Context: an optimization exercise on an open-source flow, tuned for small area, a short achievable clock period and few clock cycles. The choices shown serve that exercise and are no tape-out recipe. Function was checked by simulation only, so behaviour that the tests miss may differ from the original. Power figures rest on the tool's default switching activity, not on a simulated workload.

// sprite_compositor
module sprite_compositor (
    input  wire        clk,
    input  wire        rst,
    input  wire [15:0] cfg_tile_mult,
    input  wire [16:0] cfg_tile_len,
    input  wire [1:0]  cfg_pal_cnt,
    input  wire [15:0] cfg_nent0,
    input  wire [15:0] cfg_nent1,
    input  wire        cfg_debug,
    input  wire [7:0]  cfg_obj_count,    
    input  wire        pal_we,
    input  wire        pal_slot,
    input  wire [3:0]  pal_idx,
    input  wire [15:0] pal_wdata,
    input  wire        start,
    output wire        ready,
    output wire        oam_re,
    output wire [6:0]  oam_addr,
    input  wire [47:0] oam_rdata,
    output wire        tile_req,
    output wire [13:0] tile_addr,
    input  wire        tile_gnt,
    input  wire [31:0] tile_rdata,
    output reg         cv_we,
    output reg  [17:0] cv_addr,
    output wire [31:0] cv_wdata,
    output reg         done,
    output reg         err_empty,
    output wire [9:0]  min_x,            
    output wire [8:0]  min_y,            
    output wire [9:0]  canvas_w,
    output wire [8:0]  canvas_h,
    output reg         ev_tile_oor,
    output reg         ev_pidx_oor,
    output reg         ev_pnum_oor
);
export LEC_CHECK = 0
export ABC_AREA = 1
export ABC_CLOCK_PERIOD_IN_PS = 4000
export CAP_MARGIN = 20
export CORE_MARGIN = 2
export CORE_UTILIZATION = 60
export PLACE_DENSITY = 0.75
export SETUP_SLACK_MARGIN = 4.0
export SLEW_MARGIN = 20
create_clock -name core_clock -period 8.0 [get_ports {clk}]
run.sh (not shown) runs the stock make flow with config.mk's settings and CLKGATE_MAP_FILE= SYNTH_SCRIPT=/design/flow/synth_recipe.tcl, a recipe that flattens the netlist after the stock synthesis.
Testbench counts at the start, summed over its fixed seeds: cycles 339,735.
Next try:
Settings changed: ABC_CLOCK_PERIOD_IN_PS 4000 to default, CORE_UTILIZATION 60 to 40, PLACE_DENSITY 0.75 to 0.6, SETUP_SLACK_MARGIN 4.0 to default.
Die area climbs by 49%.
Via count fell by 5.3%.
Area after synthesis stays the same.
Wire length went down by 1.1%.
Critical path depth fell by 1.
Non-clock buffer count drops by 87.
Combinational power came out lower by 9.2%.
Setup slack is worse by 1.8 ns.
Total power went down by 2.4%.
Maximum frequency drops by 28%.
Final cell count grows by 7.1%.
Next try:
Settings changed: SETUP_SLACK_MARGIN from default to 4.0.
Wire length grows by about 9%.
Die area stays the same.
Utilization rises by 2.8 points.
Total power came out higher by about 6%.
Clock-buffer cell count grows by 12.
Worst hold slack barely changes.
Synthesized area stays the same.
Sequential power stays flat.

* * *

sprite_compositor, a different RTL version from the one above (not shown whole).
Size in the first run: roughly 6600 cells after synthesis, ~300 I/O pins.
clock: 8.0 ns
lec_check: 0
abc_area: 1
abc_clock_period_in_ps: 3800
cap_margin: 20
core_margin: 2
core_utilization: 60
place_density: 0.7
setup_slack_margin: 4.2
slew_margin: 20
The starting point completed with no timing, DRC or antenna violations.
Testbench counts at the start, summed over its fixed seeds: cycles 208,024.
Change:
Settings changed: ABC_CLOCK_PERIOD_IN_PS 3800 to 3500, CORE_UTILIZATION 60 to 45, PLACE_DENSITY 0.7 to 0.6, SETUP_SLACK_MARGIN 4.2 to 4.5.
The changed run went through all stages and came out clean.
Non-clock buffer count goes up by 153.
Setup slack gets better by 0.071 ns.
Wire length goes up by 10%.
Core utilization goes down by 15 points.
Via count goes up by 0.84%.
Global-route usage goes down by 6.7 points.
Hold slack gets worse by 0.0047 ns.

* * *

sprite_compositor, a different RTL version from the one above (not shown whole).
Size in the first run: about 62000 um^2 of cells after synthesis.
make LEC_CHECK=0 ABC_AREA=1 ABC_CLOCK_PERIOD_IN_PS=3800 CAP_MARGIN=20 CORE_MARGIN=2 CORE_UTILIZATION=62 PLACE_DENSITY=0.72 SETUP_SLACK_MARGIN=4.2 SLEW_MARGIN=20 finish   # period 8.0 ns
Testbench counts at the start, summed over its fixed seeds: cycles 208,024.
Edit:
Settings changed: CORE_UTILIZATION 62 to 60, PLACE_DENSITY 0.72 to 0.7.
Result:
- wire length increases by about 0.9%
- utilization decreases by 2.2 points
- cell count came out higher by 1.5%
- setup slack is better by 4.9 ps
- count of clock-buffer cells in the layout rose by 6

* * *

Another version of the RTL of sprite_compositor (not shown whole).
Size: ~6900 cells after synthesis, roughly 1100 flip-flops, about 64000 um^2 of cells after synthesis.
Design sprite_compositor, start of the top module:
module sprite_compositor (
    input  wire        clk,
    input  wire        rst,
    input  wire [15:0] cfg_tile_mult,
    input  wire [16:0] cfg_tile_len,
    input  wire [1:0]  cfg_pal_cnt,
    input  wire [15:0] cfg_nent0,
    input  wire [15:0] cfg_nent1,
    input  wire        cfg_debug,
    input  wire [7:0]  cfg_obj_count,    
    input  wire        pal_we,
    input  wire        pal_slot,
    input  wire [3:0]  pal_idx,
    input  wire [15:0] pal_wdata,
    input  wire        start,
    output wire        ready,
    output wire        oam_re,
    output wire [6:0]  oam_addr,
    input  wire [47:0] oam_rdata,
    output wire        tile_req,
    output wire [13:0] tile_addr,
    input  wire        tile_gnt,
    input  wire [31:0] tile_rdata,
    output reg         cv_we,
    output reg  [17:0] cv_addr,
    output wire [31:0] cv_wdata,
    output reg         done,
    output reg         err_empty,
    output wire [9:0]  min_x,            
    output wire [8:0]  min_y,            
    output wire [9:0]  canvas_w,
    output wire [8:0]  canvas_h,
    output reg         ev_tile_oor,
    output reg         ev_pidx_oor,
    output reg         ev_pnum_oor
);
Settings: LEC_CHECK=0, ABC_AREA=1, ABC_CLOCK_PERIOD_IN_PS=3600, CAP_MARGIN=20, CORE_MARGIN=2, CORE_UTILIZATION=58, PLACE_DENSITY=0.68, SETUP_SLACK_MARGIN=4.35, SLEW_MARGIN=20; clock period 8.0 ns.
The baseline finished with timing, DRC and antenna clean.
Testbench counts at the start, summed over its fixed seeds: cycles 208,024.
Edit:
Settings changed: ABC_CLOCK_PERIOD_IN_PS 3600 to 3800, CORE_UTILIZATION 58 to 60, PLACE_DENSITY 0.68 to 0.7, SETUP_SLACK_MARGIN 4.35 to 4.2.
Via count came out lower by 1.2%.
Non-clock buffer count goes down by 87.
Flip-flop and latch count is unchanged.
Global-route usage decreases by 0.40 points.
Combinational power decreases by about 4%.
Power decreases by 2.4%.
Design area falls by 2.6%.
Clock-buffer cell count fell by 2.
Final cell count goes down by 1.3%.

afterwards: timing with drivers on the ports:
The flow's constraints put no driver on any port. The routed layouts listed below were extracted and timed again, unchanged, in two steps.
Step 1 sets driving cells, clkbuf_16 on the clock port and buf_2 on the other inputs (assumed; they add their load-dependent delay and slew).
Step 2 adds t to the input delays and takes it off the output delays; t is the mean of the earliest and latest rising clock arrival at the registers after step 1. Input paths then give back, and output paths get back, about the clock's delay inside the block.
Three values: ideal, step 1, step 2; two values: the first two.
run	t, ns	slack for setup (ns)	hold WS [ns]	worst slew at a driven data input, ns
the first run of note 1	0.705	3.278 / 3.214 / 3.406	0.479 / 0.479 / 0.479	0.07
the second run of note 1	0.729	1.442 / 1.371 / 1.991	0.512 / 0.512 / 0.512	0.09
the third run of note 1	0.746	3.224 / 3.155 / 3.484	0.513 / 0.513 / 0.513	0.13
the first run of note 2	0.783	3.902 / 3.951 / 3.168	0.421 / 0.421 / 0.421	0.12
the second run of note 2	0.823	3.973 / 4.033 / 3.210	0.416 / 0.416 / 0.416	0.07
the first run of note 3	0.800	4.106 / 4.106 / 3.476	0.406 / 0.406 / 0.406	0.09
the second run of note 3	0.788	4.111 / 4.111 / 3.538	0.404 / 0.404 / 0.404	0.09
the first run of note 4	0.801	4.086 / 4.086 / 3.588	0.420 / 0.420 / 0.420	0.11
the second run of note 4	0.805	4.021 / 4.021 / 3.486	0.379 / 0.379 / 0.379	0.12
After both steps every run listed still meets setup and hold. The setup slack of the second run of note 2, which loses most, moves by +0.060 ns with the drivers and by -0.763 ns with both steps.
